Context: an optimization exercise on an open-source flow, tuned for small area, a short achievable clock period and few clock cycles per item. The choices shown serve that exercise and are no tape-out recipe. At most, simulation tests tie the RTL to the original design; equivalence was not proved. For run 4, only the layout was checked, not whether the RTL still works. Power figures rest on the tool's default switching activity, not on a simulated workload.

### design.v
module j1587_msgdec (
    input  wire         clk,
    input  wire         rst,
    input  wire         start,
    input  wire [255:0] frame,
    input  wire [5:0]   frame_len,
    output reg          done,
    output reg  [3:0]   err,
    output reg  [7:0]   mid,
    output reg  [3:0]   nparams,
    output reg  [80:0]  par_pid,    
    output reg  [44:0]  par_pos,    
    output reg  [44:0]  par_dlen    
);
    localparam [3:0] E_NONE      = 4'd0;
    localparam [3:0] E_INV_PID   = 4'd1;
    localparam [3:0] E_INV_LEN   = 4'd3;
    localparam [3:0] E_TOO_LONG  = 4'd6;
    localparam [3:0] E_TRUNC     = 4'd7;
    localparam [3:0] E_CHECKSUM  = 4'd8;
    integer i;
    genvar g;
    reg       busy;          
    reg       wt;            
    reg       quick;         
    reg [4:0] cpos;          
    reg [6:0] dr;            
    reg [3:0] slot;          
    reg [1:0] perr;          
    reg       page2;         
    reg       longr;         
    reg [12:0] csa_q;      
    reg [37:0] csb_q;
    reg       csum_bad_q;
    reg [7:0] pid_r  [0:8];
    reg [4:0] pos_r  [0:8];
    reg [4:0] dlen_r [0:8];
    wire [7:0] b0 = frame[7:0];
    wire [7:0] b1 = frame[15:8];
    wire [7:0] b2 = frame[23:16];
    wire [7:0] b3 = frame[31:24];
    wire [4:0]  len_hgt;     
    wire [4:0]  len_heq;     
    wire [7:0]  len_lgt;     
    wire [31:0] inlen;
    generate
        for (g = 0; g < 5; g = g + 1) begin : g_hi
            assign len_hgt[g] = (frame_len[5:3] > g);
            assign len_heq[g] = (frame_len[5:3] == g);
        end
        for (g = 0; g < 8; g = g + 1) begin : g_lo
            assign len_lgt[g] = (frame_len[2:0] > g);
        end
        for (g = 0; g < 32; g = g + 1) begin : g_in
            assign inlen[g] = len_hgt[g / 8] | (len_heq[g / 8] & len_lgt[g % 8]);
        end
    endgenerate
    wire pg_in = inlen[2] && (b1 == 8'hFF);
    wire [255:0] fm;
    generate
        for (g = 0; g < 32; g = g + 1) begin : g_mask
            if (g < 4) begin : g_keep
                assign fm[8*g +: 8] = frame[8*g +: 8];
            end else begin : g_cut
                assign fm[8*g +: 8] = frame[8*g +: 8] & {8{inlen[g]}};
            end
        end
    endgenerate
    wire cs1 = fm[0] ^ fm[8] ^ fm[16];
    wire cs2 = (fm[0] & fm[8]) | (fm[0] & fm[16]) | (fm[8] & fm[16]);
    wire cs3 = fm[24] ^ fm[32] ^ fm[40];
    wire cs4 = (fm[24] & fm[32]) | (fm[24] & fm[40]) | (fm[32] & fm[40]);
    wire cs5 = fm[48] ^ fm[56] ^ fm[64];
    wire cs6 = (fm[48] & fm[56]) | (fm[48] & fm[64]) | (fm[56] & fm[64]);
    wire cs7 = fm[1] ^ fm[9] ^ fm[17];
    wire cs8 = (fm[1] & fm[9]) | (fm[1] & fm[17]) | (fm[9] & fm[17]);
    wire cs9 = fm[25] ^ fm[33] ^ fm[41];
    wire cs10 = (fm[25] & fm[33]) | (fm[25] & fm[41]) | (fm[33] & fm[41]);
    wire cs11 = fm[49] ^ fm[57] ^ fm[65];
    wire cs12 = (fm[49] & fm[57]) | (fm[49] & fm[65]) | (fm[57] & fm[65]);
    wire cs13 = fm[2] ^ fm[10] ^ fm[18];
    wire cs14 = (fm[2] & fm[10]) | (fm[2] & fm[18]) | (fm[10] & fm[18]);
    wire cs15 = fm[26] ^ fm[34] ^ fm[42];
    wire cs16 = (fm[26] & fm[34]) | (fm[26] & fm[42]) | (fm[34] & fm[42]);
    wire cs17 = fm[50] ^ fm[58] ^ fm[66];
    wire cs18 = (fm[50] & fm[58]) | (fm[50] & fm[66]) | (fm[58] & fm[66]);
    wire cs19 = fm[3] ^ fm[11] ^ fm[19];
    wire cs20 = (fm[3] & fm[11]) | (fm[3] & fm[19]) | (fm[11] & fm[19]);
    wire cs21 = fm[27] ^ fm[35] ^ fm[43];
    wire cs22 = (fm[27] & fm[35]) | (fm[27] & fm[43]) | (fm[35] & fm[43]);
    wire cs23 = fm[51] ^ fm[59] ^ fm[67];
    wire cs24 = (fm[51] & fm[59]) | (fm[51] & fm[67]) | (fm[59] & fm[67]);
    wire cs25 = fm[4] ^ fm[12] ^ fm[20];
    wire cs26 = (fm[4] & fm[12]) | (fm[4] & fm[20]) | (fm[12] & fm[20]);
    wire cs27 = fm[28] ^ fm[36] ^ fm[44];
    wire cs28 = (fm[28] & fm[36]) | (fm[28] & fm[44]) | (fm[36] & fm[44]);
    wire cs29 = fm[52] ^ fm[60] ^ fm[68];
    wire cs30 = (fm[52] & fm[60]) | (fm[52] & fm[68]) | (fm[60] & fm[68]);
    wire cs31 = fm[5] ^ fm[13] ^ fm[21];
    wire cs32 = (fm[5] & fm[13]) | (fm[5] & fm[21]) | (fm[13] & fm[21]);
    wire cs33 = fm[29] ^ fm[37] ^ fm[45];
    wire cs34 = (fm[29] & fm[37]) | (fm[29] & fm[45]) | (fm[37] & fm[45]);
    wire cs35 = fm[53] ^ fm[61] ^ fm[69];
    wire cs36 = (fm[53] & fm[61]) | (fm[53] & fm[69]) | (fm[61] & fm[69]);
    wire cs37 = fm[6] ^ fm[14] ^ fm[22];
    wire cs38 = (fm[6] & fm[14]) | (fm[6] & fm[22]) | (fm[14] & fm[22]);
    wire cs39 = fm[30] ^ fm[38] ^ fm[46];
    wire cs40 = (fm[30] & fm[38]) | (fm[30] & fm[46]) | (fm[38] & fm[46]);
    wire cs41 = fm[54] ^ fm[62] ^ fm[70];
    wire cs42 = (fm[54] & fm[62]) | (fm[54] & fm[70]) | (fm[62] & fm[70]);
    wire cs43 = fm[7] ^ fm[15] ^ fm[23];
    wire cs44 = fm[31] ^ fm[39] ^ fm[47];
    wire cs45 = fm[55] ^ fm[63] ^ fm[71];
    wire cs46 = cs1 ^ cs3 ^ cs5;
    wire cs47 = (cs1 & cs3) | (cs1 & cs5) | (cs3 & cs5);
    wire cs48 = cs2 ^ cs4 ^ cs6;
    wire cs49 = (cs2 & cs4) | (cs2 & cs6) | (cs4 & cs6);
    wire cs50 = cs7 ^ cs9 ^ cs11;
    wire cs51 = (cs7 & cs9) | (cs7 & cs11) | (cs9 & cs11);
    wire cs52 = cs8 ^ cs10 ^ cs12;
    wire cs53 = (cs8 & cs10) | (cs8 & cs12) | (cs10 & cs12);
    wire cs54 = cs13 ^ cs15 ^ cs17;
    wire cs55 = (cs13 & cs15) | (cs13 & cs17) | (cs15 & cs17);
    wire cs56 = cs14 ^ cs16 ^ cs18;
    wire cs57 = (cs14 & cs16) | (cs14 & cs18) | (cs16 & cs18);
    wire cs58 = cs19 ^ cs21 ^ cs23;
    wire cs59 = (cs19 & cs21) | (cs19 & cs23) | (cs21 & cs23);
    wire cs60 = cs20 ^ cs22 ^ cs24;
    wire cs61 = (cs20 & cs22) | (cs20 & cs24) | (cs22 & cs24);
    wire cs62 = cs25 ^ cs27 ^ cs29;
    wire cs63 = (cs25 & cs27) | (cs25 & cs29) | (cs27 & cs29);
    wire cs64 = cs26 ^ cs28 ^ cs30;
    wire cs65 = (cs26 & cs28) | (cs26 & cs30) | (cs28 & cs30);
    wire cs66 = cs31 ^ cs33 ^ cs35;
    wire cs67 = (cs31 & cs33) | (cs31 & cs35) | (cs33 & cs35);
    wire cs68 = cs32 ^ cs34 ^ cs36;
    wire cs69 = (cs32 & cs34) | (cs32 & cs36) | (cs34 & cs36);
    wire cs70 = cs37 ^ cs39 ^ cs41;
    wire cs71 = (cs37 & cs39) | (cs37 & cs41) | (cs39 & cs41);
    wire cs72 = cs38 ^ cs40 ^ cs42;
    wire cs73 = cs43 ^ cs44 ^ cs45;
    wire cs74 = cs47 ^ cs48 ^ cs50;
    wire cs75 = (cs47 & cs48) | (cs47 & cs50) | (cs48 & cs50);
    wire cs76 = cs49 ^ cs51 ^ cs52;
    wire cs77 = (cs49 & cs51) | (cs49 & cs52) | (cs51 & cs52);
    wire cs78 = cs53 ^ cs55 ^ cs56;
    wire cs79 = (cs53 & cs55) | (cs53 & cs56) | (cs55 & cs56);
    wire cs80 = cs57 ^ cs59 ^ cs60;
    wire cs81 = (cs57 & cs59) | (cs57 & cs60) | (cs59 & cs60);
    wire cs82 = cs61 ^ cs63 ^ cs64;
    wire cs83 = (cs61 & cs63) | (cs61 & cs64) | (cs63 & cs64);
    wire cs84 = cs65 ^ cs67 ^ cs68;
    wire cs85 = (cs65 & cs67) | (cs65 & cs68) | (cs67 & cs68);
    wire cs86 = cs69 ^ cs71 ^ cs72;
    wire cs87 = cs75 ^ cs76 ^ cs54;
    wire cs88 = (cs75 & cs76) | (cs75 & cs54) | (cs76 & cs54);
    wire cs89 = cs77 ^ cs78 ^ cs58;
    wire cs90 = (cs77 & cs78) | (cs77 & cs58) | (cs78 & cs58);
    wire cs91 = cs79 ^ cs80 ^ cs62;
    wire cs92 = (cs79 & cs80) | (cs79 & cs62) | (cs80 & cs62);
    wire cs93 = cs81 ^ cs82 ^ cs66;
    wire cs94 = (cs81 & cs82) | (cs81 & cs66) | (cs82 & cs66);
    wire cs95 = cs83 ^ cs84 ^ cs70;
    wire cs96 = (cs83 & cs84) | (cs83 & cs70) | (cs84 & cs70);
    wire cs97 = cs85 ^ cs86 ^ cs73;
    wire [12:0] csa_d = {cs97, cs96, cs95, cs94, cs93, cs92, cs91, cs90, cs89, cs88, cs87, cs74, cs46};
    wire cs98 = fm[72] ^ fm[80] ^ fm[88];
    wire cs99 = (fm[72] & fm[80]) | (fm[72] & fm[88]) | (fm[80] & fm[88]);
    wire cs100 = fm[96] ^ fm[104] ^ fm[112];
    wire cs101 = (fm[96] & fm[104]) | (fm[96] & fm[112]) | (fm[104] & fm[112]);
    wire cs102 = fm[120] ^ fm[128] ^ fm[136];
    wire cs103 = (fm[120] & fm[128]) | (fm[120] & fm[136]) | (fm[128] & fm[136]);
    wire cs104 = fm[144] ^ fm[152] ^ fm[160];
    wire cs105 = (fm[144] & fm[152]) | (fm[144] & fm[160]) | (fm[152] & fm[160]);
    wire cs106 = fm[168] ^ fm[176] ^ fm[184];
    wire cs107 = (fm[168] & fm[176]) | (fm[168] & fm[184]) | (fm[176] & fm[184]);
    wire cs108 = fm[192] ^ fm[200] ^ fm[208];
    wire cs109 = (fm[192] & fm[200]) | (fm[192] & fm[208]) | (fm[200] & fm[208]);
    wire cs110 = fm[216] ^ fm[224] ^ fm[232];
    wire cs111 = (fm[216] & fm[224]) | (fm[216] & fm[232]) | (fm[224] & fm[232]);
    wire cs112 = fm[73] ^ fm[81] ^ fm[89];
    wire cs113 = (fm[73] & fm[81]) | (fm[73] & fm[89]) | (fm[81] & fm[89]);
    wire cs114 = fm[97] ^ fm[105] ^ fm[113];
    wire cs115 = (fm[97] & fm[105]) | (fm[97] & fm[113]) | (fm[105] & fm[113]);
    wire cs116 = fm[121] ^ fm[129] ^ fm[137];
    wire cs117 = (fm[121] & fm[129]) | (fm[121] & fm[137]) | (fm[129] & fm[137]);
    wire cs118 = fm[145] ^ fm[153] ^ fm[161];
    wire cs119 = (fm[145] & fm[153]) | (fm[145] & fm[161]) | (fm[153] & fm[161]);
    wire cs120 = fm[169] ^ fm[177] ^ fm[185];
    wire cs121 = (fm[169] & fm[177]) | (fm[169] & fm[185]) | (fm[177] & fm[185]);
    wire cs122 = fm[193] ^ fm[201] ^ fm[209];
    wire cs123 = (fm[193] & fm[201]) | (fm[193] & fm[209]) | (fm[201] & fm[209]);
    wire cs124 = fm[217] ^ fm[225] ^ fm[233];
    wire cs125 = (fm[217] & fm[225]) | (fm[217] & fm[233]) | (fm[225] & fm[233]);
    wire cs126 = fm[74] ^ fm[82] ^ fm[90];
    wire cs127 = (fm[74] & fm[82]) | (fm[74] & fm[90]) | (fm[82] & fm[90]);
    wire cs128 = fm[98] ^ fm[106] ^ fm[114];
    wire cs129 = (fm[98] & fm[106]) | (fm[98] & fm[114]) | (fm[106] & fm[114]);
    wire cs130 = fm[122] ^ fm[130] ^ fm[138];
    wire cs131 = (fm[122] & fm[130]) | (fm[122] & fm[138]) | (fm[130] & fm[138]);
    wire cs132 = fm[146] ^ fm[154] ^ fm[162];
    wire cs133 = (fm[146] & fm[154]) | (fm[146] & fm[162]) | (fm[154] & fm[162]);
    wire cs134 = fm[170] ^ fm[178] ^ fm[186];
    wire cs135 = (fm[170] & fm[178]) | (fm[170] & fm[186]) | (fm[178] & fm[186]);
    wire cs136 = fm[194] ^ fm[202] ^ fm[210];
    wire cs137 = (fm[194] & fm[202]) | (fm[194] & fm[210]) | (fm[202] & fm[210]);
    wire cs138 = fm[218] ^ fm[226] ^ fm[234];
    wire cs139 = (fm[218] & fm[226]) | (fm[218] & fm[234]) | (fm[226] & fm[234]);
    wire cs140 = fm[75] ^ fm[83] ^ fm[91];
    wire cs141 = (fm[75] & fm[83]) | (fm[75] & fm[91]) | (fm[83] & fm[91]);
    wire cs142 = fm[99] ^ fm[107] ^ fm[115];
    wire cs143 = (fm[99] & fm[107]) | (fm[99] & fm[115]) | (fm[107] & fm[115]);
    wire cs144 = fm[123] ^ fm[131] ^ fm[139];
    wire cs145 = (fm[123] & fm[131]) | (fm[123] & fm[139]) | (fm[131] & fm[139]);
    wire cs146 = fm[147] ^ fm[155] ^ fm[163];
    wire cs147 = (fm[147] & fm[155]) | (fm[147] & fm[163]) | (fm[155] & fm[163]);
    wire cs148 = fm[171] ^ fm[179] ^ fm[187];
    wire cs149 = (fm[171] & fm[179]) | (fm[171] & fm[187]) | (fm[179] & fm[187]);
    wire cs150 = fm[195] ^ fm[203] ^ fm[211];
    wire cs151 = (fm[195] & fm[203]) | (fm[195] & fm[211]) | (fm[203] & fm[211]);
    wire cs152 = fm[219] ^ fm[227] ^ fm[235];
    wire cs153 = (fm[219] & fm[227]) | (fm[219] & fm[235]) | (fm[227] & fm[235]);
    wire cs154 = fm[76] ^ fm[84] ^ fm[92];
    wire cs155 = (fm[76] & fm[84]) | (fm[76] & fm[92]) | (fm[84] & fm[92]);
    wire cs156 = fm[100] ^ fm[108] ^ fm[116];
    wire cs157 = (fm[100] & fm[108]) | (fm[100] & fm[116]) | (fm[108] & fm[116]);
    wire cs158 = fm[124] ^ fm[132] ^ fm[140];
    wire cs159 = (fm[124] & fm[132]) | (fm[124] & fm[140]) | (fm[132] & fm[140]);
    wire cs160 = fm[148] ^ fm[156] ^ fm[164];
    wire cs161 = (fm[148] & fm[156]) | (fm[148] & fm[164]) | (fm[156] & fm[164]);
    wire cs162 = fm[172] ^ fm[180] ^ fm[188];
    wire cs163 = (fm[172] & fm[180]) | (fm[172] & fm[188]) | (fm[180] & fm[188]);
    wire cs164 = fm[196] ^ fm[204] ^ fm[212];
    wire cs165 = (fm[196] & fm[204]) | (fm[196] & fm[212]) | (fm[204] & fm[212]);
    wire cs166 = fm[220] ^ fm[228] ^ fm[236];
    wire cs167 = (fm[220] & fm[228]) | (fm[220] & fm[236]) | (fm[228] & fm[236]);
    wire cs168 = fm[77] ^ fm[85] ^ fm[93];
    wire cs169 = (fm[77] & fm[85]) | (fm[77] & fm[93]) | (fm[85] & fm[93]);
    wire cs170 = fm[101] ^ fm[109] ^ fm[117];
    wire cs171 = (fm[101] & fm[109]) | (fm[101] & fm[117]) | (fm[109] & fm[117]);
    wire cs172 = fm[125] ^ fm[133] ^ fm[141];
    wire cs173 = (fm[125] & fm[133]) | (fm[125] & fm[141]) | (fm[133] & fm[141]);
    wire cs174 = fm[149] ^ fm[157] ^ fm[165];
    wire cs175 = (fm[149] & fm[157]) | (fm[149] & fm[165]) | (fm[157] & fm[165]);
    wire cs176 = fm[173] ^ fm[181] ^ fm[189];
    wire cs177 = (fm[173] & fm[181]) | (fm[173] & fm[189]) | (fm[181] & fm[189]);
    wire cs178 = fm[197] ^ fm[205] ^ fm[213];
    wire cs179 = (fm[197] & fm[205]) | (fm[197] & fm[213]) | (fm[205] & fm[213]);
    wire cs180 = fm[221] ^ fm[229] ^ fm[237];
    wire cs181 = (fm[221] & fm[229]) | (fm[221] & fm[237]) | (fm[229] & fm[237]);
    wire cs182 = fm[78] ^ fm[86] ^ fm[94];
    wire cs183 = (fm[78] & fm[86]) | (fm[78] & fm[94]) | (fm[86] & fm[94]);
    wire cs184 = fm[102] ^ fm[110] ^ fm[118];
    wire cs185 = (fm[102] & fm[110]) | (fm[102] & fm[118]) | (fm[110] & fm[118]);
    wire cs186 = fm[126] ^ fm[134] ^ fm[142];
    wire cs187 = (fm[126] & fm[134]) | (fm[126] & fm[142]) | (fm[134] & fm[142]);
    wire cs188 = fm[150] ^ fm[158] ^ fm[166];
    wire cs189 = (fm[150] & fm[158]) | (fm[150] & fm[166]) | (fm[158] & fm[166]);
    wire cs190 = fm[174] ^ fm[182] ^ fm[190];
    wire cs191 = (fm[174] & fm[182]) | (fm[174] & fm[190]) | (fm[182] & fm[190]);
    wire cs192 = fm[198] ^ fm[206] ^ fm[214];
    wire cs193 = (fm[198] & fm[206]) | (fm[198] & fm[214]) | (fm[206] & fm[214]);
    wire cs194 = fm[222] ^ fm[230] ^ fm[238];
    wire cs195 = (fm[222] & fm[230]) | (fm[222] & fm[238]) | (fm[230] & fm[238]);
    wire cs196 = fm[79] ^ fm[87] ^ fm[95];
    wire cs197 = fm[103] ^ fm[111] ^ fm[119];
    wire cs198 = fm[127] ^ fm[135] ^ fm[143];
    wire cs199 = fm[151] ^ fm[159] ^ fm[167];
    wire cs200 = fm[175] ^ fm[183] ^ fm[191];
    wire cs201 = fm[199] ^ fm[207] ^ fm[215];
    wire cs202 = fm[223] ^ fm[231] ^ fm[239];
    wire cs203 = cs98 ^ cs100 ^ cs102;
    wire cs204 = (cs98 & cs100) | (cs98 & cs102) | (cs100 & cs102);
    wire cs205 = cs104 ^ cs106 ^ cs108;
    wire cs206 = (cs104 & cs106) | (cs104 & cs108) | (cs106 & cs108);
    wire cs207 = cs110 ^ fm[240] ^ fm[248];
    wire cs208 = (cs110 & fm[240]) | (cs110 & fm[248]) | (fm[240] & fm[248]);
    wire cs209 = cs99 ^ cs101 ^ cs103;
    wire cs210 = (cs99 & cs101) | (cs99 & cs103) | (cs101 & cs103);
    wire cs211 = cs105 ^ cs107 ^ cs109;
    wire cs212 = (cs105 & cs107) | (cs105 & cs109) | (cs107 & cs109);
    wire cs213 = cs111 ^ cs112 ^ cs114;
    wire cs214 = (cs111 & cs112) | (cs111 & cs114) | (cs112 & cs114);
    wire cs215 = cs116 ^ cs118 ^ cs120;
    wire cs216 = (cs116 & cs118) | (cs116 & cs120) | (cs118 & cs120);
    wire cs217 = cs122 ^ cs124 ^ fm[241];
    wire cs218 = (cs122 & cs124) | (cs122 & fm[241]) | (cs124 & fm[241]);
    wire cs219 = cs113 ^ cs115 ^ cs117;
    wire cs220 = (cs113 & cs115) | (cs113 & cs117) | (cs115 & cs117);
    wire cs221 = cs119 ^ cs121 ^ cs123;
    wire cs222 = (cs119 & cs121) | (cs119 & cs123) | (cs121 & cs123);
    wire cs223 = cs125 ^ cs126 ^ cs128;
    wire cs224 = (cs125 & cs126) | (cs125 & cs128) | (cs126 & cs128);
    wire cs225 = cs130 ^ cs132 ^ cs134;
    wire cs226 = (cs130 & cs132) | (cs130 & cs134) | (cs132 & cs134);
    wire cs227 = cs136 ^ cs138 ^ fm[242];
    wire cs228 = (cs136 & cs138) | (cs136 & fm[242]) | (cs138 & fm[242]);
    wire cs229 = cs127 ^ cs129 ^ cs131;
    wire cs230 = (cs127 & cs129) | (cs127 & cs131) | (cs129 & cs131);
    wire cs231 = cs133 ^ cs135 ^ cs137;
    wire cs232 = (cs133 & cs135) | (cs133 & cs137) | (cs135 & cs137);
    wire cs233 = cs139 ^ cs140 ^ cs142;
    wire cs234 = (cs139 & cs140) | (cs139 & cs142) | (cs140 & cs142);
    wire cs235 = cs144 ^ cs146 ^ cs148;
    wire cs236 = (cs144 & cs146) | (cs144 & cs148) | (cs146 & cs148);
    wire cs237 = cs150 ^ cs152 ^ fm[243];
    wire cs238 = (cs150 & cs152) | (cs150 & fm[243]) | (cs152 & fm[243]);
    wire cs239 = cs141 ^ cs143 ^ cs145;
    wire cs240 = (cs141 & cs143) | (cs141 & cs145) | (cs143 & cs145);
    wire cs241 = cs147 ^ cs149 ^ cs151;
    wire cs242 = (cs147 & cs149) | (cs147 & cs151) | (cs149 & cs151);
    wire cs243 = cs153 ^ cs154 ^ cs156;
    wire cs244 = (cs153 & cs154) | (cs153 & cs156) | (cs154 & cs156);
    wire cs245 = cs158 ^ cs160 ^ cs162;
    wire cs246 = (cs158 & cs160) | (cs158 & cs162) | (cs160 & cs162);
    wire cs247 = cs164 ^ cs166 ^ fm[244];
    wire cs248 = (cs164 & cs166) | (cs164 & fm[244]) | (cs166 & fm[244]);
    wire cs249 = cs155 ^ cs157 ^ cs159;
    wire cs250 = (cs155 & cs157) | (cs155 & cs159) | (cs157 & cs159);
    wire cs251 = cs161 ^ cs163 ^ cs165;
    wire cs252 = (cs161 & cs163) | (cs161 & cs165) | (cs163 & cs165);
    wire cs253 = cs167 ^ cs168 ^ cs170;
    wire cs254 = (cs167 & cs168) | (cs167 & cs170) | (cs168 & cs170);
    wire cs255 = cs172 ^ cs174 ^ cs176;
    wire cs256 = (cs172 & cs174) | (cs172 & cs176) | (cs174 & cs176);
    wire cs257 = cs178 ^ cs180 ^ fm[245];
    wire cs258 = (cs178 & cs180) | (cs178 & fm[245]) | (cs180 & fm[245]);
    wire cs259 = cs169 ^ cs171 ^ cs173;
    wire cs260 = (cs169 & cs171) | (cs169 & cs173) | (cs171 & cs173);
    wire cs261 = cs175 ^ cs177 ^ cs179;
    wire cs262 = (cs175 & cs177) | (cs175 & cs179) | (cs177 & cs179);
    wire cs263 = cs181 ^ cs182 ^ cs184;
    wire cs264 = (cs181 & cs182) | (cs181 & cs184) | (cs182 & cs184);
    wire cs265 = cs186 ^ cs188 ^ cs190;
    wire cs266 = (cs186 & cs188) | (cs186 & cs190) | (cs188 & cs190);
    wire cs267 = cs192 ^ cs194 ^ fm[246];
    wire cs268 = (cs192 & cs194) | (cs192 & fm[246]) | (cs194 & fm[246]);
    wire cs269 = cs183 ^ cs185 ^ cs187;
    wire cs270 = cs189 ^ cs191 ^ cs193;
    wire cs271 = cs195 ^ cs196 ^ cs197;
    wire cs272 = cs198 ^ cs199 ^ cs200;
    wire cs273 = cs201 ^ cs202 ^ fm[247];
    wire cs274 = cs203 ^ cs205 ^ cs207;
    wire cs275 = (cs203 & cs205) | (cs203 & cs207) | (cs205 & cs207);
    wire cs276 = cs204 ^ cs206 ^ cs208;
    wire cs277 = (cs204 & cs206) | (cs204 & cs208) | (cs206 & cs208);
    wire cs278 = cs209 ^ cs211 ^ cs213;
    wire cs279 = (cs209 & cs211) | (cs209 & cs213) | (cs211 & cs213);
    wire cs280 = cs215 ^ cs217 ^ fm[249];
    wire cs281 = (cs215 & cs217) | (cs215 & fm[249]) | (cs217 & fm[249]);
    wire cs282 = cs210 ^ cs212 ^ cs214;
    wire cs283 = (cs210 & cs212) | (cs210 & cs214) | (cs212 & cs214);
    wire cs284 = cs216 ^ cs218 ^ cs219;
    wire cs285 = (cs216 & cs218) | (cs216 & cs219) | (cs218 & cs219);
    wire cs286 = cs221 ^ cs223 ^ cs225;
    wire cs287 = (cs221 & cs223) | (cs221 & cs225) | (cs223 & cs225);
    wire cs288 = cs220 ^ cs222 ^ cs224;
    wire cs289 = (cs220 & cs222) | (cs220 & cs224) | (cs222 & cs224);
    wire cs290 = cs226 ^ cs228 ^ cs229;
    wire cs291 = (cs226 & cs228) | (cs226 & cs229) | (cs228 & cs229);
    wire cs292 = cs231 ^ cs233 ^ cs235;
    wire cs293 = (cs231 & cs233) | (cs231 & cs235) | (cs233 & cs235);
    wire cs294 = cs230 ^ cs232 ^ cs234;
    wire cs295 = (cs230 & cs232) | (cs230 & cs234) | (cs232 & cs234);
    wire cs296 = cs236 ^ cs238 ^ cs239;
    wire cs297 = (cs236 & cs238) | (cs236 & cs239) | (cs238 & cs239);
    wire cs298 = cs241 ^ cs243 ^ cs245;
    wire cs299 = (cs241 & cs243) | (cs241 & cs245) | (cs243 & cs245);
    wire cs300 = cs240 ^ cs242 ^ cs244;
    wire cs301 = (cs240 & cs242) | (cs240 & cs244) | (cs242 & cs244);
    wire cs302 = cs246 ^ cs248 ^ cs249;
    wire cs303 = (cs246 & cs248) | (cs246 & cs249) | (cs248 & cs249);
    wire cs304 = cs251 ^ cs253 ^ cs255;
    wire cs305 = (cs251 & cs253) | (cs251 & cs255) | (cs253 & cs255);
    wire cs306 = cs250 ^ cs252 ^ cs254;
    wire cs307 = (cs250 & cs252) | (cs250 & cs254) | (cs252 & cs254);
    wire cs308 = cs256 ^ cs258 ^ cs259;
    wire cs309 = (cs256 & cs258) | (cs256 & cs259) | (cs258 & cs259);
    wire cs310 = cs261 ^ cs263 ^ cs265;
    wire cs311 = (cs261 & cs263) | (cs261 & cs265) | (cs263 & cs265);
    wire cs312 = cs260 ^ cs262 ^ cs264;
    wire cs313 = cs266 ^ cs268 ^ cs269;
    wire cs314 = cs270 ^ cs271 ^ cs272;
    wire cs315 = cs275 ^ cs276 ^ cs278;
    wire cs316 = (cs275 & cs276) | (cs275 & cs278) | (cs276 & cs278);
    wire cs317 = cs277 ^ cs279 ^ cs281;
    wire cs318 = (cs277 & cs279) | (cs277 & cs281) | (cs279 & cs281);
    wire cs319 = cs282 ^ cs284 ^ cs286;
    wire cs320 = (cs282 & cs284) | (cs282 & cs286) | (cs284 & cs286);
    wire cs321 = cs283 ^ cs285 ^ cs287;
    wire cs322 = (cs283 & cs285) | (cs283 & cs287) | (cs285 & cs287);
    wire cs323 = cs288 ^ cs290 ^ cs292;
    wire cs324 = (cs288 & cs290) | (cs288 & cs292) | (cs290 & cs292);
    wire cs325 = cs289 ^ cs291 ^ cs293;
    wire cs326 = (cs289 & cs291) | (cs289 & cs293) | (cs291 & cs293);
    wire cs327 = cs294 ^ cs296 ^ cs298;
    wire cs328 = (cs294 & cs296) | (cs294 & cs298) | (cs296 & cs298);
    wire cs329 = cs295 ^ cs297 ^ cs299;
    wire cs330 = (cs295 & cs297) | (cs295 & cs299) | (cs297 & cs299);
    wire cs331 = cs300 ^ cs302 ^ cs304;
    wire cs332 = (cs300 & cs302) | (cs300 & cs304) | (cs302 & cs304);
    wire cs333 = cs301 ^ cs303 ^ cs305;
    wire cs334 = (cs301 & cs303) | (cs301 & cs305) | (cs303 & cs305);
    wire cs335 = cs306 ^ cs308 ^ cs310;
    wire cs336 = (cs306 & cs308) | (cs306 & cs310) | (cs308 & cs310);
    wire cs337 = cs307 ^ cs309 ^ cs311;
    wire cs338 = cs312 ^ cs313 ^ cs314;
    wire [37:0] csb_d = {fm[255], cs273, cs338, cs337, cs336, cs334, fm[254], cs267, cs335, cs333, cs332, cs330, fm[253], cs257, cs331, cs329, cs328, cs326, fm[252], cs247, cs327, cs325, cs324, cs322, fm[251], cs237, cs323, cs321, cs320, cs318, fm[250], cs227, cs319, cs317, cs316, cs280, cs315, cs274};
    wire cs339 = csa_q[1] ^ csb_q[1] ^ csb_q[2];
    wire cs340 = (csa_q[1] & csb_q[1]) | (csa_q[1] & csb_q[2]) | (csb_q[1] & csb_q[2]);
    wire cs341 = csa_q[2] ^ csb_q[3] ^ csb_q[4];
    wire cs342 = (csa_q[2] & csb_q[3]) | (csa_q[2] & csb_q[4]) | (csb_q[3] & csb_q[4]);
    wire cs343 = csb_q[5] ^ csb_q[6] ^ csb_q[7];
    wire cs344 = (csb_q[5] & csb_q[6]) | (csb_q[5] & csb_q[7]) | (csb_q[6] & csb_q[7]);
    wire cs345 = csa_q[3] ^ csa_q[4] ^ csb_q[8];
    wire cs346 = (csa_q[3] & csa_q[4]) | (csa_q[3] & csb_q[8]) | (csa_q[4] & csb_q[8]);
    wire cs347 = csb_q[9] ^ csb_q[10] ^ csb_q[11];
    wire cs348 = (csb_q[9] & csb_q[10]) | (csb_q[9] & csb_q[11]) | (csb_q[10] & csb_q[11]);
    wire cs349 = csa_q[5] ^ csa_q[6] ^ csb_q[14];
    wire cs350 = (csa_q[5] & csa_q[6]) | (csa_q[5] & csb_q[14]) | (csa_q[6] & csb_q[14]);
    wire cs351 = csb_q[15] ^ csb_q[16] ^ csb_q[17];
    wire cs352 = (csb_q[15] & csb_q[16]) | (csb_q[15] & csb_q[17]) | (csb_q[16] & csb_q[17]);
    wire cs353 = csa_q[7] ^ csa_q[8] ^ csb_q[20];
    wire cs354 = (csa_q[7] & csa_q[8]) | (csa_q[7] & csb_q[20]) | (csa_q[8] & csb_q[20]);
    wire cs355 = csb_q[21] ^ csb_q[22] ^ csb_q[23];
    wire cs356 = (csb_q[21] & csb_q[22]) | (csb_q[21] & csb_q[23]) | (csb_q[22] & csb_q[23]);
    wire cs357 = csa_q[9] ^ csa_q[10] ^ csb_q[26];
    wire cs358 = (csa_q[9] & csa_q[10]) | (csa_q[9] & csb_q[26]) | (csa_q[10] & csb_q[26]);
    wire cs359 = csb_q[27] ^ csb_q[28] ^ csb_q[29];
    wire cs360 = (csb_q[27] & csb_q[28]) | (csb_q[27] & csb_q[29]) | (csb_q[28] & csb_q[29]);
    wire cs361 = csa_q[11] ^ csa_q[12] ^ csb_q[32];
    wire cs362 = csb_q[33] ^ csb_q[34] ^ csb_q[35];
    wire cs363 = cs340 ^ cs341 ^ cs343;
    wire cs364 = (cs340 & cs341) | (cs340 & cs343) | (cs341 & cs343);
    wire cs365 = cs342 ^ cs344 ^ cs345;
    wire cs366 = (cs342 & cs344) | (cs342 & cs345) | (cs344 & cs345);
    wire cs367 = cs347 ^ csb_q[12] ^ csb_q[13];
    wire cs368 = (cs347 & csb_q[12]) | (cs347 & csb_q[13]) | (csb_q[12] & csb_q[13]);
    wire cs369 = cs346 ^ cs348 ^ cs349;
    wire cs370 = (cs346 & cs348) | (cs346 & cs349) | (cs348 & cs349);
    wire cs371 = cs351 ^ csb_q[18] ^ csb_q[19];
    wire cs372 = (cs351 & csb_q[18]) | (cs351 & csb_q[19]) | (csb_q[18] & csb_q[19]);
    wire cs373 = cs350 ^ cs352 ^ cs353;
    wire cs374 = (cs350 & cs352) | (cs350 & cs353) | (cs352 & cs353);
    wire cs375 = cs355 ^ csb_q[24] ^ csb_q[25];
    wire cs376 = (cs355 & csb_q[24]) | (cs355 & csb_q[25]) | (csb_q[24] & csb_q[25]);
    wire cs377 = cs354 ^ cs356 ^ cs357;
    wire cs378 = (cs354 & cs356) | (cs354 & cs357) | (cs356 & cs357);
    wire cs379 = cs359 ^ csb_q[30] ^ csb_q[31];
    wire cs380 = (cs359 & csb_q[30]) | (cs359 & csb_q[31]) | (csb_q[30] & csb_q[31]);
    wire cs381 = cs358 ^ cs360 ^ cs361;
    wire cs382 = cs362 ^ csb_q[36] ^ csb_q[37];
    wire cs383 = cs364 ^ cs365 ^ cs367;
    wire cs384 = (cs364 & cs365) | (cs364 & cs367) | (cs365 & cs367);
    wire cs385 = cs366 ^ cs368 ^ cs369;
    wire cs386 = (cs366 & cs368) | (cs366 & cs369) | (cs368 & cs369);
    wire cs387 = cs370 ^ cs372 ^ cs373;
    wire cs388 = (cs370 & cs372) | (cs370 & cs373) | (cs372 & cs373);
    wire cs389 = cs374 ^ cs376 ^ cs377;
    wire cs390 = (cs374 & cs376) | (cs374 & cs377) | (cs376 & cs377);
    wire cs391 = cs378 ^ cs380 ^ cs381;
    wire cs392 = cs384 ^ cs385 ^ cs371;
    wire cs393 = (cs384 & cs385) | (cs384 & cs371) | (cs385 & cs371);
    wire cs394 = cs386 ^ cs387 ^ cs375;
    wire cs395 = (cs386 & cs387) | (cs386 & cs375) | (cs387 & cs375);
    wire cs396 = cs388 ^ cs389 ^ cs379;
    wire cs397 = (cs388 & cs389) | (cs388 & cs379) | (cs389 & cs379);
    wire cs398 = cs390 ^ cs391 ^ cs382;
    wire csum_bad_d = (csa_q[0] ^ csb_q[0]) |
        (cs339 ^ 1'b0 ^ (csa_q[0] | csb_q[0])) |
        (cs363 ^ 1'b0 ^ (cs339 | 1'b0)) |
        (cs383 ^ 1'b0 ^ (cs363 | 1'b0)) |
        (cs392 ^ 1'b0 ^ (cs383 | 1'b0)) |
        (cs393 ^ cs394 ^ (cs392 | 1'b0)) |
        (cs395 ^ cs396 ^ (cs393 | cs394)) |
        (cs397 ^ cs398 ^ (cs395 | cs396));
    wire csum_bad_a = (csa_q[0] ^ 1'b0) |
        (csa_q[1] ^ 1'b0 ^ (csa_q[0] | 1'b0)) |
        (csa_q[2] ^ 1'b0 ^ (csa_q[1] | 1'b0)) |
        (csa_q[3] ^ csa_q[4] ^ (csa_q[2] | 1'b0)) |
        (csa_q[5] ^ csa_q[6] ^ (csa_q[3] | csa_q[4])) |
        (csa_q[7] ^ csa_q[8] ^ (csa_q[5] | csa_q[6])) |
        (csa_q[9] ^ csa_q[10] ^ (csa_q[7] | csa_q[8])) |
        (csa_q[11] ^ csa_q[12] ^ (csa_q[9] | csa_q[10]));
    function [20:0] step;
        input [4:0] p;
        input [7:0] l;
        input [7:0] n;
        input [6:0] d;
        reg       e;
        reg [1:0] c;
        reg       f;
        reg [4:0] dl;
        reg [4:0] nx;
        reg [6:0] dn;
        reg       dneg;      
        reg       nfit;      
        reg       neq;       
        begin
            dneg = d[6];
            nfit = (n[7:5] == 3'd0) && (n[4:0] <= d[4:0]);
            neq  = (n[7:5] == 3'd0) && (n[4:0] == d[4:0]);
            e  = 1'b0;
            c  = 2'd2;
            f  = 1'b0;
            dl = 5'd1;
            nx = p + 5'd2;
            dn = d - 7'd2;
            if (dneg && d != 7'h7F) begin
                e = 1'b1;
            end else if (l == 8'hFF) begin
                e = 1'b1;
                c = 2'd1;
            end else if (!l[7]) begin
                e = dneg;
                f = (d == 7'd0);
            end else if (!l[6]) begin
                e  = dneg || (d == 7'd0);
                f  = (d == 7'd1);
                dl = 5'd2;
                nx = p + 5'd3;
                dn = d - 7'd3;
            end else if (l != 8'hFE) begin
                e  = dneg || !nfit;
                f  = !dneg && neq;
                dl = n[4:0];
                nx = p + 5'd2 + n[4:0];
                dn = d - 7'd2 - {2'b00, n[4:0]};
            end else begin
                e  = dneg;
                f  = 1'b1;
                dl = d[4:0];
            end
            step = {e, c, f, dl, nx, dn};
        end
    endfunction
    reg [6:0] lm4, lm5;
    always @* begin
        lm4 = 7'd0;
        lm5 = 7'd0;
        for (i = 0; i < 64; i = i + 1)
            if (frame_len == i) begin
                lm4 = i - 4;
                lm5 = i - 5;
            end
    end
    wire [20:0] st1 = step(5'd1, b1, b2, lm4);
    wire [20:0] st2 = step(5'd2, b2, b3, lm5);
    wire [255:0] frame_l = {frame[255:32], {4{frame[31:24]}}};
    wire [255:0] frame_n = {8'h00, frame[255:40], {4{frame[39:32]}}};
    wire [7:0]  lm  = frame_l[{cpos, 3'b000} +: 8];
    wire [7:0]  nm  = frame_n[{cpos, 3'b000} +: 8];
    wire [20:0] stm = step(cpos, lm, nm, dr);
    wire [20:0] s  = start ? (pg_in ? st2 : st1) : stm;
    wire [7:0]  l  = start ? (pg_in ? b2 : b1) : lm;
    wire [3:0]  k  = start ? 4'd0 : slot;
    wire       s_err  = s[20];
    wire [1:0] s_code = s[19:18];
    wire       s_fin  = s[17];
    wire [4:0] s_dl   = s[16:12];
    wire [4:0] s_next = s[11:7];
    wire [6:0] s_dn   = s[6:0];
    wire act  = start | (busy & ~wt);
    wire fin  = act & (s_err | s_fin);
    wire hold = start & s_fin & ~s_err & inlen[9];
    always @(posedge clk) begin
        mid        <= b0;
        page2      <= pg_in;
        longr      <= inlen[21];
        csa_q      <= csa_d;
        csb_q      <= csb_d;
        csum_bad_q <= csum_bad_d;
        quick      <= start;
        if (rst) begin
            busy <= 1'b0;
            done <= 1'b0;
        end else begin
            busy <= (act & ~fin) | hold;
            done <= (fin & ~hold) | (busy & wt);
        end
        wt <= hold;
        cpos <= s_next;
        dr   <= s_dn;
        if (act) begin
            slot <= k + 4'd1;
            perr <= s_err ? s_code : 2'd0;
        end
        for (i = 0; i < 9; i = i + 1)
            if (k == i) begin
                pid_r[i]  <= l;
                pos_r[i]  <= cpos;
                dlen_r[i] <= s_dl;
            end
    end
    always @* begin
        case (perr)
            2'd1:    err = E_INV_PID;
            2'd2:    err = E_TRUNC;
            2'd3:    err = E_INV_LEN;
            default: err = (quick ? csum_bad_a : csum_bad_q) ? E_CHECKSUM :
                           (longr ? E_TOO_LONG : E_NONE);
        endcase
        nparams = slot;
        for (i = 0; i < 9; i = i + 1) begin
            par_pid[9*i +: 9]  = {page2, pid_r[i]};
            par_pos[5*i +: 5]  = (i == 0) ? {3'b000, page2, ~page2} : pos_r[i];
            par_dlen[5*i +: 5] = dlen_r[i];
        end
    end
endmodule
### flow/run.sh
#!/bin/bash
# The standard layout, with plain buffers (buf_1) on the ports instead of
# the flow's default port buffer cell.
export BUFFER_PORTS_ARGS="-buffer_cell sky130_fd_sc_hd__buf_1"
bash standard.sh > standard.log 2>&1
### standard.sh
#!/bin/bash
# synth_recipe.tcl (not shown) runs the flow's synth.tcl, then flattens the netlist and writes it again
# the make line also repeats each setting of config.mk as NAME=value (left out here)
make -C /OpenROAD-flow-scripts/flow DESIGN_CONFIG=/design/flow/config.mk WORK_HOME=/design/flow/orfs CLKGATE_MAP_FILE= SYNTH_SCRIPT=/design/flow/synth_recipe.tcl "${@:-finish}"
### config.mk
export PLATFORM = sky130hd
export DESIGN_NAME = j1587_msgdec
export DESIGN_NICKNAME = j1587_msgdec
export VERILOG_FILES = /design/flow/design.v
export SDC_FILE = /design/flow/constraint.sdc
export NUM_CORES = 4
export LEC_CHECK = 0
export CAP_MARGIN = 20
export CORE_MARGIN = 2
export CORE_UTILIZATION = 40
export SETUP_SLACK_MARGIN = 3.0
export SLEW_MARGIN = 20
### constraint.sdc
create_clock -name core_clock -period 7.0 [get_ports {clk}]
set_input_delay 1.4000 -clock core_clock [delete_from_list [all_inputs] [get_ports {clk}]]
set_output_delay 1.4000 -clock core_clock [all_outputs]
set_load 0.01 [all_outputs]
==> flow_summary.toml, run 1 <==
[logic_synthesis]
synth_edf_count = 165
avgSynthCellArea_um2 = 10.6
seq_area_frac_synth_pct = 31.0
synth_area_leader_cell = "edfxtp_1"
synth_top_area_share_pct = 23.7
netlist_area_um2 = 20900
synth_flop_cell = "edfxtp_1"
yosysUniqueCellTypes = 85
async_flop_share_pct = 0
synth_warnings = 4
ys_top_cells_by_area = "edfxtp_1 24%, fa_1 18%, dfxtp_1 7.3%, mux4_2 6.1%, ha_1 3.9%"
syn-instance-count = 1965
synth_seq_cells = 241

[pwr]
p_seq_share_pct = 18.2
power.internal_mw = 6.42
power_density_nw_per_um2 = 439
p_sw_mw = 5.46
swShare_pct = 46.0
power_mw = 11.9
leakagePower_nw = 10.7
combinationalPowerShare_pct = 69.3
ir_drop_mv = 0.634
clockPowerShare_pct = 12.5

[final_layout]
drive_gt1_share_pct = 22.9
layout_commonest_cell = "buf_1"
syn_to_final_growth_pct = 29.7
finish.utilization_pct = 52.6
design_area_um2 = 27100
nets = 3040
nFillCells = 4651
stdcell_count = 3225
mostFrequentLayoutCells = "415 x buf_1, 179 x inv_1, 165 x edfxtp_1"

[sta]
finalCritPeriodShare_pct = 59.0
slew_viol_final = 0
tns_ps = 0
whs_ps = 540
slew_headroom_pct = 19.1
setup_slack_ps = 2870
min_period_ps = 4130
finalHoldViolCount = 0
worst_slew_pin_slew_ps = 1210
setup_viol = 0
rsz0062_at_grt = "true"
clock.fmax_mhz = 242
fin_skew_ps = 23.1

[setup_path]
worstPathMaxFanout = 2
criticalPathCategory = "in2reg"
cp-endpoint = "done"
ff2ff_path_depth = 17
rrSetupSlack_ps = 2890
r2r_end = "done"
startpoint_type = "primary input"
cp-startpoint = "frame[226]"
endpoint_kind = "register"
cp.arrival_ps = 4580
worstPathRequired_ps = 7440
reg2reg_from = "cpos[3]"

[global_route]
antenna_found_initial = 2
grt_pass1_vias = 18800
grtUsageTotal_pct = 32.1
globalRouteOverflowTotal = 0
grt_start_max_net_pins = 59
grt_pass1_wl_mm = 127

[cts]
cts_tree = "built"
cts_hold_buffers = 0
clockBufferDepth = 3
cts_buffers = 27
clkTransAtPathRegs_ps = 60
clk_latency_ps = 580
cts_max_level = 1
cts.sinks = 241
root_buffer = "clkbuf_16"

[floorplanning]
chipWidth_um = 232
core_area_um2 = 51500
start_util_pct = 40.5
rows = 83
io_pins = 453
die_h_um = 232
dieArea_um2 = 54000

[routing]
routed_wl_mm = 89.1
vias = 19000
vias_per_cell = 5.89
routedWlPerCell_um = 27.6
drt-initial-drc-count = 2218
final_antenna_net_count = 0
drcViolationCount = 0
drtPass1Iterations = 7

[placement]
dp.cells = 3022
dp_slack_ps = 1260
gp_congestion = 0.935
dpl.hpwl_mm = 66.8
placed_area_um2 = 23500
numPortBuffers = 449

[worst_hold_path]
holdCritPathClass = "reg2reg"

[status]
outcome = "timing/DRC/antenna clean"

[job]
drv_cap = 0
-- critical path, stage by stage --
cell,delay (ps)
buf_6,90
mux4_2,460
mux4_2,580
a21oi_4,210
inv_2,70
ha_4,210
and3_4,160
o21ai_2,70
o21ai_2,80
o21ai_2,190
o2111ai_2,170
a221oi_2,340
a211oi_2,120
a2111oi_2,340
nor3_1,90
-- power groups by stage --
stage          clock network (mW)  logic, mW  registers [mW]
5_1_grt                      1.56       8.81            2.19
6_report                     1.49       8.23            2.16
2_1_floorplan                   0       4.97            2.13
4_1_cts                      1.50       7.61            2.16
3_3_place_gp                    0       6.80            2.24
3_5_place_dp                    0       6.90            2.25
-- layer usage --
layer	GRT usage, %	wire length, µm
met1	42.9	34700
met2	51.3	40500
met3	7.16	9880
met4	11.3	4010
met5	0	23
-- Yosys cell counts, drive strengths merged, types with 5 or more instances --
| master | n |
|---|---|
| a211o | 5 |
| a211oi | 7 |
| a21o | 13 |
| a21oi | 67 |
| a221oi | 9 |
| a22o | 5 |
| a22oi | 7 |
| a31oi | 15 |
| and2 | 86 |
| and3 | 11 |
| buf | 54 |
| clkbuf | 53 |
| dfxtp | 76 |
| edfxtp | 165 |
| fa | 188 |
| ha | 65 |
| inv | 216 |
| mux2 | 10 |
| mux2i | 76 |
| mux4 | 57 |
| nand2 | 121 |
| nand2b | 30 |
| nand3 | 28 |
| nand4 | 8 |
| nor2 | 78 |
| nor2b | 119 |
| nor3 | 27 |
| nor4 | 21 |
| nor4b | 9 |
| o2111ai | 8 |
| o211ai | 13 |
| o21a | 5 |
| o21ai | 72 |
| o21bai | 5 |
| o221ai | 9 |
| o22a | 7 |
| o22ai | 26 |
| o31ai | 8 |
| o41ai | 8 |
| or2 | 10 |
| or3 | 6 |
| or4 | 6 |
| xnor2 | 80 |
| xor2 | 27 |
-- how the worst min path moves through the flow --
| stage | startpoint | end | cells past startpoint |
|---|---|---|---|
| after floorplan | busy | done | 2 |
| after global placement | busy | done | 2 |
| after detailed placement | busy | done | 2 |
| after CTS | busy | done | 2 |
| after global routing | busy | done | 2 |
| final | busy | done | 2 |
-- state kept, by name (all words and copies together), names as in the netlist --
name and cells:
dlen_r 45, csum_bad_q 1, quick 1, busy 1, done 1, wt 1
slot 4, longr 1, mid 8, page2 1, pos_r 40, perr 2
csb_q 38, csa_q 13, pid_r 72, dr 7, cpos 5
-- area by class of cell --
| class | instances | area (µm²) | area share [%] |
|---|---|---|---|
| Timing Repair Buffer | 632 | 3880 | 14.3 |
| Clock buffer | 28 | 679 | 2.51 |
| Sequential cell | 241 | 6490 | 24.0 |
| Clock inverter | 21 | 231 | 0.855 |
| Inverter | 216 | 818 | 3.02 |
| Antenna cell | 3 | 7.51 | 0.0277 |
| Tap cell | 680 | 851 | 3.14 |
| Multi-Input combinational cell | 1404 | 14100 | 52.1 |
-- cell families (layout without fill, tap and decap cells) --
group	Yosys count	in the layout	synth area share, %
adders and majority gates	253	253	21.9
and+or+nand+nor	572	572	14.8
other	1	6	0.0180
muxes	143	143	10.3
DFF	241	241	31.0
AOI/OAI and AO/OA	324	325	10.6
xor gates and xnor gates	108	108	4.60
buffers and inverters	323	897	6.68
-- what timing repair did --
item | CTS | global route
endpoints found under the hold margin | 0 | 0
setup endpoints to repair | 149 | 79
pin swaps | 69 | 82
gates resized for setup | 172 | 136
setup buffers | 91 | 49
gates cloned | 8 | 2
Testbench counts, summed over its fixed seeds: cycles 6,133, frames 2,400.
==> run 2, diff against run 1 <==
--- a/config.mk
+++ b/config.mk
@@ -8,5 +8,5 @@
 export CAP_MARGIN = 20
 export CORE_MARGIN = 2
 export CORE_UTILIZATION = 40
-export SETUP_SLACK_MARGIN = 3.0
+export SETUP_SLACK_MARGIN = 2.5
 export SLEW_MARGIN = 20
==> run 2 against run 1 <==
Against the previous run: final cell count fell by 3.4%; routed wire length decreased by 5.0%; clock skew fell by 4.7 ps; sequential power hardly changed; non-clock buffer count fell by 111; total power is 10% lower; setup slack worse by 300 ps; via count shrank 5.2%; synthesized cell count unchanged; fmax fell by 6.8%; hold slack got worse by 31 ps; count of clock-buffer cells in the layout rose by 2.
==> flow_summary.toml, run 2 <==
[pwr]
power_density_nw_per_um2 = 430
power_mw = 10.7
ir_drop_mv = 0.639
leakagePower_nw = 9.70

[setup_path]
reg2reg_from = "cpos[3]"
critical-path-slowest-cell = "fa_1"
criticalPathCategory = "in2reg"
worstPathMaxFanout = 19
worst-path-buf-inv = 4
crit_top_cell = "fa_1"
cp.arrival_ps = 4870
slowest_delay_ps = 540
cp-startpoint = "frame_len[2]"
cp_top_family = "adder cells"
startpoint_type = "primary input"
worstPathRequired_ps = 7440
path_cells = "clkbuf_4 > buf_6 > or2_2 > a21o_4 > and2_1 > fa_1 > inv_1 > fa_1 > fa_1 > inv_1 > fa_1"
endpoint_kind = "register"

[cts]
clkTransAtPathRegs_ps = 60
root_buffer = "clkbuf_16"
clockBufferDepth = 3
cts.sinks = 241
clk_latency_ps = 560
cts_hold_buffers = 0
cts_buffers = 26
cts_tree = "built"
cts_max_level = 1

[final_layout]
largest_reg_flops = 72
nFillCells = 4945
largestRegisters = "pid_r (72), dlen_r (45), pos_r (40)"
syn_to_final_growth_pct = 19.1
stdcell_count = 3114
layout_commonest_cell = "buf_1"
mostFrequentLayoutCells = "442 x buf_1, 212 x inv_1, 173 x fa_1"
nets = 2928
drive_gt1_share_pct = 12.0
finish.utilization_pct = 48.3
top_register = "pid_r"

[sta]
slew_viol_final = 0
clock.fmax_mhz = 226
rsz0062_at_grt = "true"
tns_ps = 0
worst_slew_pin_slew_ps = 1080
fin_skew_ps = 18.4
slew_headroom_pct = 27.7
finalCritPeriodShare_pct = 63.3
finalHoldViolCount = 0
min_period_ps = 4430
setup_viol = 0

[floorplanning]
start_util_pct = 40.5
dieArea_um2 = 54000
io_pins = 453
chipWidth_um = 232
die_h_um = 232
rows = 83
core_area_um2 = 51500

[status]
outcome = "timing/DRC/antenna clean"

[worst_hold_path]
holdCritPathClass = "reg2reg"
hp-start = "busy"

[logic_synthesis]
synth_area_leader_cell = "edfxtp_1"
synth_top_area_share_pct = 23.7
seq_area_frac_synth_pct = 31.0
synth_warnings = 4
synth_common_cells = "212 x inv_1, 188 x fa_1, 165 x edfxtp_1"
async_flop_share_pct = 0
synth_edf_count = 165
avgSynthCellArea_um2 = 10.6
ys_top_cells_by_area = "edfxtp_1 24%, fa_1 18%, dfxtp_1 7.3%, mux4_2 6.1%, ha_1 3.9%"
syn-instance-count = 1965
yosysUniqueCellTypes = 85
synth_most_common_cell = "inv_1"
netlist_area_um2 = 20900
synth_flop_cell = "edfxtp_1"
synth_seq_cells = 241

[placement]
numPortBuffers = 449
gp_congestion = 0.995
dp.cells = 3031
dpl.hpwl_mm = 65.6

[routing]
drcViolationCount = 0
routed_wl_mm = 84.7
vias = 18000
drt-initial-drc-count = 1651
drtPass1Iterations = 6
routedWlPerCell_um = 27.2
final_antenna_net_count = 0
vias_per_cell = 5.79

[global_route]
grt_pass1_wl_mm = 122
grt_pass1_vias = 18300
globalRouteOverflowTotal = 0
grtUsageTotal_pct = 31.0
antenna_found_initial = 9
grt_start_max_net_pins = 49

[job]
drv_cap = 0
[run 2: cell families after synthesis]
kind of cell	Yosys count	share of synthesized area, %
simple gates	572	14.8
compound gates	324	10.6
buf+inv	323	6.68
fa+ha+maj	253	21.9
flops	241	31.0
mux	143	10.3
xor+xnor	108	4.60
other cells	1	0.0180
[run 2: power by group]
| part | switching (mW) | internal, mW |
|---|---|---|
| logic | 4.16 | 3.02 |
| registers | 0.243 | 1.95 |
| clock network | 0.600 | 0.726 |
[run 2: layer usage]
metal	track usage [%]	vias to the layer above	routed length (µm)
met3	7.37	174	9610
met5	0	-	54
met1	41.9	9042	33600
met4	11.3	8	3090
li1	-	7737	-
met2	48.7	1057	38400
[run 2: worst paths after layout]
check | endpoint | slack, ps | depth (start not counted)
setup reg to reg | dlen_r[7][2] | 2630 | 9
hold / removal | done | 510 | 2
hold reg to reg | done | 510 | 2
setup / recovery | csb_q[23] | 2570 | 11
[run 2: through the flow]
| step | setup WS, ps | cell area, µm² | hold slack, ps |
|---|---|---|---|
| after floorplan | 2460 | 21100 | 464 |
| after global placement | 1360 | 23400 | 492 |
| after detailed placement | 1360 | 23400 | 492 |
| after CTS | 2470 | 24500 | 502 |
| after global routing | 2480 | 24900 | 549 |
| final | 2570 | 24900 | 509 |
[run 2: worst reg2reg max path, delay by kind of cell, from the launching register on]
family | cells | cell delay [ps]
AO/OA/AOI/OAI | 3 | 1720
flip-flops | 1 | 550
buffers and inverters | 2 | 720
AND/OR/NAND/NOR | 4 | 1110
[run 2: final cells by class]
| type | instances | area [µm²] | share of cell area, % |
|---|---|---|---|
| well taps | 680 | 851 | 3.42 |
| flip-flops and latches | 241 | 6480 | 26.1 |
| clock inverters | 18 | 143 | 0.574 |
| multi-input cells | 1404 | 13500 | 54.2 |
| inverters | 216 | 811 | 3.26 |
| repair buffers | 521 | 2430 | 9.78 |
| diodes | 4 | 10.0 | 0.0402 |
| clock buffers | 30 | 666 | 2.68 |
[run 2: timing repair]
item / in CTS / in global routing
buffers inserted: 11 / 17
resized for setup: 31 / 40
cloned: 0 / 1
setup endpoints to repair: 97 / 76
pin swaps: 3 / 6
==> run 3, diff against run 2 <==
--- a/config.mk
+++ b/config.mk
@@ -7,6 +7,6 @@
 export LEC_CHECK = 0
 export CAP_MARGIN = 20
 export CORE_MARGIN = 2
-export CORE_UTILIZATION = 40
-export SETUP_SLACK_MARGIN = 2.5
+export CORE_UTILIZATION = 60
+export SETUP_SLACK_MARGIN = 3.0
 export SLEW_MARGIN = 20
==> run 3 against run 2 <==
Against the previous run: hold slack better by 22 ps; still clean; first-iteration DRC count up 44%; cell area up 5.5%.
==> flow_summary.toml, run 3 <==
[logic_synthesis]
synth_flop_cell = "edfxtp_1"
synth_warnings = 4
synth_most_common_cell = "inv_1"
netlist_area_um2 = 20900
synth_top_family_by_area = "adder cells"
avgSynthCellArea_um2 = 10.6
synth_common_cells = "212 x inv_1, 188 x fa_1, 165 x edfxtp_1"
synth_top_area_share_pct = 23.7
ys_top_cells_by_area = "edfxtp_1 24%, fa_1 18%, dfxtp_1 7.3%, mux4_2 6.1%, ha_1 3.9%"
synth_xor_area_share_pct = 4.60
syn-instance-count = 1965
synth_edf_count = 165
synthAdderAreaFrac_pct = 21.9
seq_area_frac_synth_pct = 31.0
synth_compound_area_share_pct = 10.6
synth_mux_area_share_pct = 10.3
yosysUniqueCellTypes = 85
synth_area_leader_cell = "edfxtp_1"
synth_seq_cells = 241
async_flop_share_pct = 0
yosys.area_share.simple_pct = 14.8

[pwr]
ir_drop_mv = 0.583
combinationalPowerShare_pct = 68.4
p_seq_share_pct = 18.8
clockPowerShare_pct = 12.7
leakagePower_nw = 10.4
power_mw = 11.6
power.internal_mw = 6.20
p_sw_mw = 5.40
swShare_pct = 46.5
power_density_nw_per_um2 = 442

[status]
outcome = "timing/DRC/antenna clean"

[global_route]
grtUsageTotal_pct = 45.5
grt_pass1_wl_mm = 120
grt_pass1_vias = 19200
antenna_found_initial = 1
globalRouteOverflowTotal = 0
grt.busiest_layer = "met2"
grt_start_max_net_pins = 49
grtUsageMet1_pct = 57.8
met3_usage_pct = 10.1
grt_use_met2_pct = 70.7

[routing]
vias_per_cell = 6.54
vias = 19400
routed_wl_mm = 83.2
routedWlPerCell_um = 28.1
final_antenna_net_count = 0
drt-initial-drc-count = 2382
drtPass1Iterations = 6
drcViolationCount = 0

[sta]
min_period_ps = 4130
fin_skew_ps = 20.7
rsz0062_at_grt = "true"
worst_slew_pin_slew_ps = 1180
slew_viol_final = 0
clock.fmax_mhz = 242
slew_headroom_pct = 20.9
finalCritPeriodShare_pct = 58.9
finalHoldViolCount = 0
whs_ps = 531
setup_viol = 0
tns_ps = 0

[worst_hold_path]
hp-start = "busy"
holdCritPathClass = "reg2reg"

[cts]
cts_hold_buffers = 0
root_buffer = "clkbuf_16"
cts.sinks = 241
clk_latency_ps = 560
cts_max_level = 1
clkTransAtPathRegs_ps = 70
clockBufferDepth = 3
cts_buffers = 26
cts_tree = "built"

[floorplanning]
die_h_um = 191
dieArea_um2 = 36300
chipWidth_um = 191
start_util_pct = 60.7
rows = 68
io_pins = 453
core_area_um2 = 34400

[setup_path]
cp_top_family = "adder cells"
cp.arrival_ps = 4630
reg2reg_from = "cpos[2]"
slowest_delay_ps = 560
critical-path-slowest-cell = "fa_2"
startpoint_type = "primary input"
criticalPathCategory = "in2reg"
endpoint_kind = "register"
worst-path-buf-inv = 4
worstPathRequired_ps = 7510
cp-startpoint = "frame_len[0]"
path_cells = "buf_6 > nand2_1 > nand2b_2 > a21oi_4 > buf_12 > nor2b_1 > fa_1 > inv_1 > fa_1 > fa_2 > inv_1 > fa_2"
worstPathMaxFanout = 8

[final_layout]
syn_to_final_growth_pct = 25.7
nets = 3009
top_register = "pid_r"
largestRegisters = "pid_r (72), dlen_r (45), pos_r (40)"
drive_gt1_share_pct = 20.7
layout_commonest_cell = "buf_1"
mostFrequentLayoutCells = "419 x buf_1, 188 x inv_1, 165 x edfxtp_1"
largest_reg_flops = 72

[placement]
gp_congestion = 1.05
dpl.hpwl_mm = 61.7
numPortBuffers = 449

[job]
drv_cap = 0
==> run 3: cell count changes in the layout (fill, tap and decap cells not counted), moves of 12 or more <==
cell    change
inv_1      -24
and2_1     -13
fa_1       -30
buf_6      +15
buf_1      -23
fa_2       +30
buf_4      +68
and2_4     +12
inv_2      +22
==> run 3: area by class of cell <==
class,count,area [µm²]
fillers,2307,8130
well taps,455,569
flip-flops and latches,241,6490
multi-input cells,1404,14000
diodes,1,2.50
inverters,216,817
clock buffers,33,707
clock inverters,15,218
repair buffers,602,3450
==> run 3: cells by family after synthesis <==
logic type | count (synthesis)
AOI/OAI and AO/OA | 324
buffers and inverters | 323
other | 1
adders and majority gates | 253
and+or+nand+nor | 572
xor gates and xnor gates | 108
DFF | 241
muxes | 143
==> run 3: final timing paths <==
| path | endpoint | slack, ps | cells after the start |
|---|---|---|---|
| worst max-delay path | csb_q[5] | 2870 | 12 |
| worst min-delay path | done | 530 | 2 |
| worst max register to register | done | 2910 | 16 |
| worst min register to register | done | 530 | 2 |
==> run 3: routing by layer <==
| metal | routed length [µm] | vias up |
|---|---|---|
| li1 | - | 7904 |
| met3 | 10500 | 472 |
| met4 | 7060 | 0 |
| met5 | 0 | - |
| met1 | 28800 | 9309 |
| met2 | 36900 | 1714 |
==> run 3: power by group through the flow <==
stage | Combinational, mW | Clock, mW | Sequential (mW)
global route | 8.50 | 1.53 | 2.21
floorplan | 4.97 | 0 | 2.13
global placement | 6.65 | 0 | 2.23
detailed placement | 6.89 | 0 | 2.23
CTS | 7.48 | 1.48 | 2.17
finish | 7.94 | 1.48 | 2.18
==> run 3: worst min-delay path, stage by stage, from the launching register on <==
cell and delay [ps]:
dfxtp_1 330, nor2_1 90, nor3_1 60
==> run 3: timing repair <==
| item | CTS | global route |
|---|---|---|
| endpoints found under the setup margin | 112 | 88 |
| cloned | 6 | 0 |
| pin swaps | 78 | 50 |
| setup buffers | 87 | 27 |
| resized for setup | 162 | 84 |
==> run 3: per-stage QoR <==
step	setup slack, ps	instances	instance area [µm²]	util [%]
CTS	2900	2938	25700	74.8
global route	2800	2966	26200	76.3
detailed placement	1370	2797	23100	67.3
floorplan	2430	1967	21300	-
global placement	1480	2797	23100	67.3
finish	2870	2967	26200	76.4
==> run 4, diff against run 3 <==
--- a/design.v
+++ b/design.v
@@ -544,15 +544,27 @@
                 lm5 = i - 5;
             end
     end
-    wire [20:0] st1 = step(5'd1, b1, b2, lm4);
-    wire [20:0] st2 = step(5'd2, b2, b3, lm5);
-    wire [255:0] frame_l = {frame[255:32], {4{frame[31:24]}}};
-    wire [255:0] frame_n = {8'h00, frame[255:40], {4{frame[39:32]}}};
-    wire [7:0]  lm  = frame_l[{cpos, 3'b000} +: 8];
-    wire [7:0]  nm  = frame_n[{cpos, 3'b000} +: 8];
+    wire [7:0]  l0  = pg_in ? b2 : b1;
+    wire [7:0]  n0  = pg_in ? b3 : b2;
+    wire [20:0] st0 = step({3'b000, pg_in, ~pg_in}, l0, n0, pg_in ? lm5 : lm4);
+    reg [31:0] csel;
+    always @* begin
+        csel = 32'd0;
+        for (i = 0; i < 32; i = i + 1)
+            if (cpos == i) csel[i] = 1'b1;
+    end
+    reg [7:0] lm, nm;
+    always @* begin
+        lm = 8'd0;
+        nm = 8'd0;
+        for (i = 3; i < 31; i = i + 1) begin
+            lm = lm | (frame[8*i +: 8] & {8{csel[i]}});
+            nm = nm | (frame[8*i+8 +: 8] & {8{csel[i]}});
+        end
+    end
     wire [20:0] stm = step(cpos, lm, nm, dr);
-    wire [20:0] s  = start ? (pg_in ? st2 : st1) : stm;
-    wire [7:0]  l  = start ? (pg_in ? b2 : b1) : lm;
+    wire [20:0] s  = start ? st0 : stm;
+    wire [7:0]  l  = start ? l0 : lm;
     wire [3:0]  k  = start ? 4'd0 : slot;
     wire       s_err  = s[20];
     wire [1:0] s_code = s[19:18];
==> run 4 against run 3 <==
Against the previous run: the flow now stops in global routing (5_1_grt); synthesized cell count rose by 0.97%; synthesized area fell by 3.2%.
==> flow_summary.toml, run 4 <==
[status]
outcome = "stopped before the end"
stop_stage = "global routing (5_1_grt)"
firstError = "[ERROR GRT-0116] Global routing finished with congestion. Check the congestion regions in the DRC Viewer."

[cts]
cts.sinks = 241
clockBufferDepth = 3
cts_hold_buffers = 0
cts_max_level = 1
root_buffer = "clkbuf_16"
cts_buffers = 25

[logic_synthesis]
async_flop_share_pct = 0
synth_common_cells = "216 x inv_1, 187 x fa_1, 165 x edfxtp_1"
avgSynthCellArea_um2 = 10.2
syn-instance-count = 1984
synth_flop_cell = "edfxtp_1"
netlist_area_um2 = 20200
synth_area_leader_cell = "edfxtp_1"
synth_top_area_share_pct = 24.5
synth_seq_cells = 241
synth_edf_count = 165
synth_warnings = 4
synth_most_common_cell = "inv_1"
seq_area_frac_synth_pct = 32.1
ys_top_cells_by_area = "edfxtp_1 25%, fa_1 19%, dfxtp_1 7.5%, inv_1 4.0%, nor2b_1 3.6%"
yosysUniqueCellTypes = 90

[placement]
gp_congestion = 1.16
dpl.hpwl_mm = 73.9
numPortBuffers = 449

[global_route]
grt_start_max_net_pins = 55
grt_pass1_wl_mm = 167
grtUsageTotal_pct = 66.4
globalRouteOverflowTotal = 39
grt_pass1_vias = 23900

[floorplanning]
start_util_pct = 60.6
die_h_um = 188
io_pins = 453
rows = 67
chipWidth_um = 188
[run 4: cell types whose count changed after synthesis, moves of 12 or more]
cell | before | now
mux4_2 | 57 | 5
nand4_1 | 8 | 25
a221oi_1 | 9 | 29
nand3b_1 | 3 | 24
nor2_1 | 78 | 66
mux2i_1 | 76 | 35
nor4_1 | 20 | 8
a22oi_1 | 7 | 55
ha_1 | 65 | 53
a22o_1 | 5 | 29
[run 4: per-stage QoR]
stage               setup WS [ps]  utilization [%]  cell area [µm²]  std cells  hold slack [ps]
detailed placement           1130             67.7            22600       2801              474
floorplan                    2430                -            20800       1986              443
CTS                          2750             77.0            25700       2977              465
global placement             1280             67.7            22600       2801              455
[run 4: routing by layer]
metal	overflow	global-route usage (%)
met1	1	69.4
met2	11	89.5
met3	0	44.5
met4	27	57.5
met5	0	12.5
[run 4: repair_timing]
item / 4_1_cts
gates cloned: 3
pin swaps: 105
setup endpoints to repair: 181
setup buffers: 127
resized for setup: 262
[run 4: logic make-up after synthesis]
group | Yosys count | synth area share (%)
AND/OR/NAND/NOR | 615 | 17.4
AO/OA/AOI/OAI | 393 | 14.0
adder cells (fa/ha/maj) | 240 | 21.8
buffers and inverters | 332 | 6.86
multiplexers | 61 | 3.46
other | 1 | 0.0186
XOR/XNOR | 101 | 4.38
flip-flops | 241 | 32.1
[run 4: worst max path at each step]
stage / from / cells after the start / slack [ps] / endpoint
CTS: frame_len[0] / 13 / 2750 / csb_q[23]
floorplan: frame[14] / 18 / 2430 / dr[5]
global placement: frame_len[4] / 18 / 1280 / dr[5]
detailed placement: frame_len[5] / 13 / 1130 / dlen_r[1][0]
[run 4: power by group through the flow]
stage	registers, mW	clock network [mW]	logic, mW
after detailed placement	2.32	0	6.76
after global placement	2.29	0	6.36
after floorplan	2.13	0	4.56
after CTS	2.19	1.35	7.77

[afterwards: timing with drivers on the ports]
The results above use ideal ports. As a check the final layouts listed here were re-extracted and re-timed, cells and wires unchanged. Step 1 sets driving cells, clkbuf_16 on the clock port and buf_2 on the other inputs (assumed; they add their load-dependent delay and slew). Step 2 times the ports against the registers' clock, not the clock port: input delays grow and output delays shrink by t, the midpoint of the rising clock arrivals with the driver on. Three values: ideal, step 1, step 2; two values: the first two.
| run | shift t [ns] | slack for setup (ns) | hold WS [ns] |
|---|---|---|---|
| run 1 | 0.625 | 2.867 / 2.836 / 2.210 | 0.540 / 0.540 / 0.540 |
| run 2 | 0.617 | 2.566 / 2.499 / 1.882 | 0.509 / 0.509 / 0.509 |
| run 3 | 0.603 | 2.874 / 2.837 / 2.234 | 0.531 / 0.531 / 0.531 |
After both steps setup and hold are still met in every run listed. For run 2, which loses most, drivers alone change the setup slack by -0.067 ns; drivers and shift together by -0.684 ns.
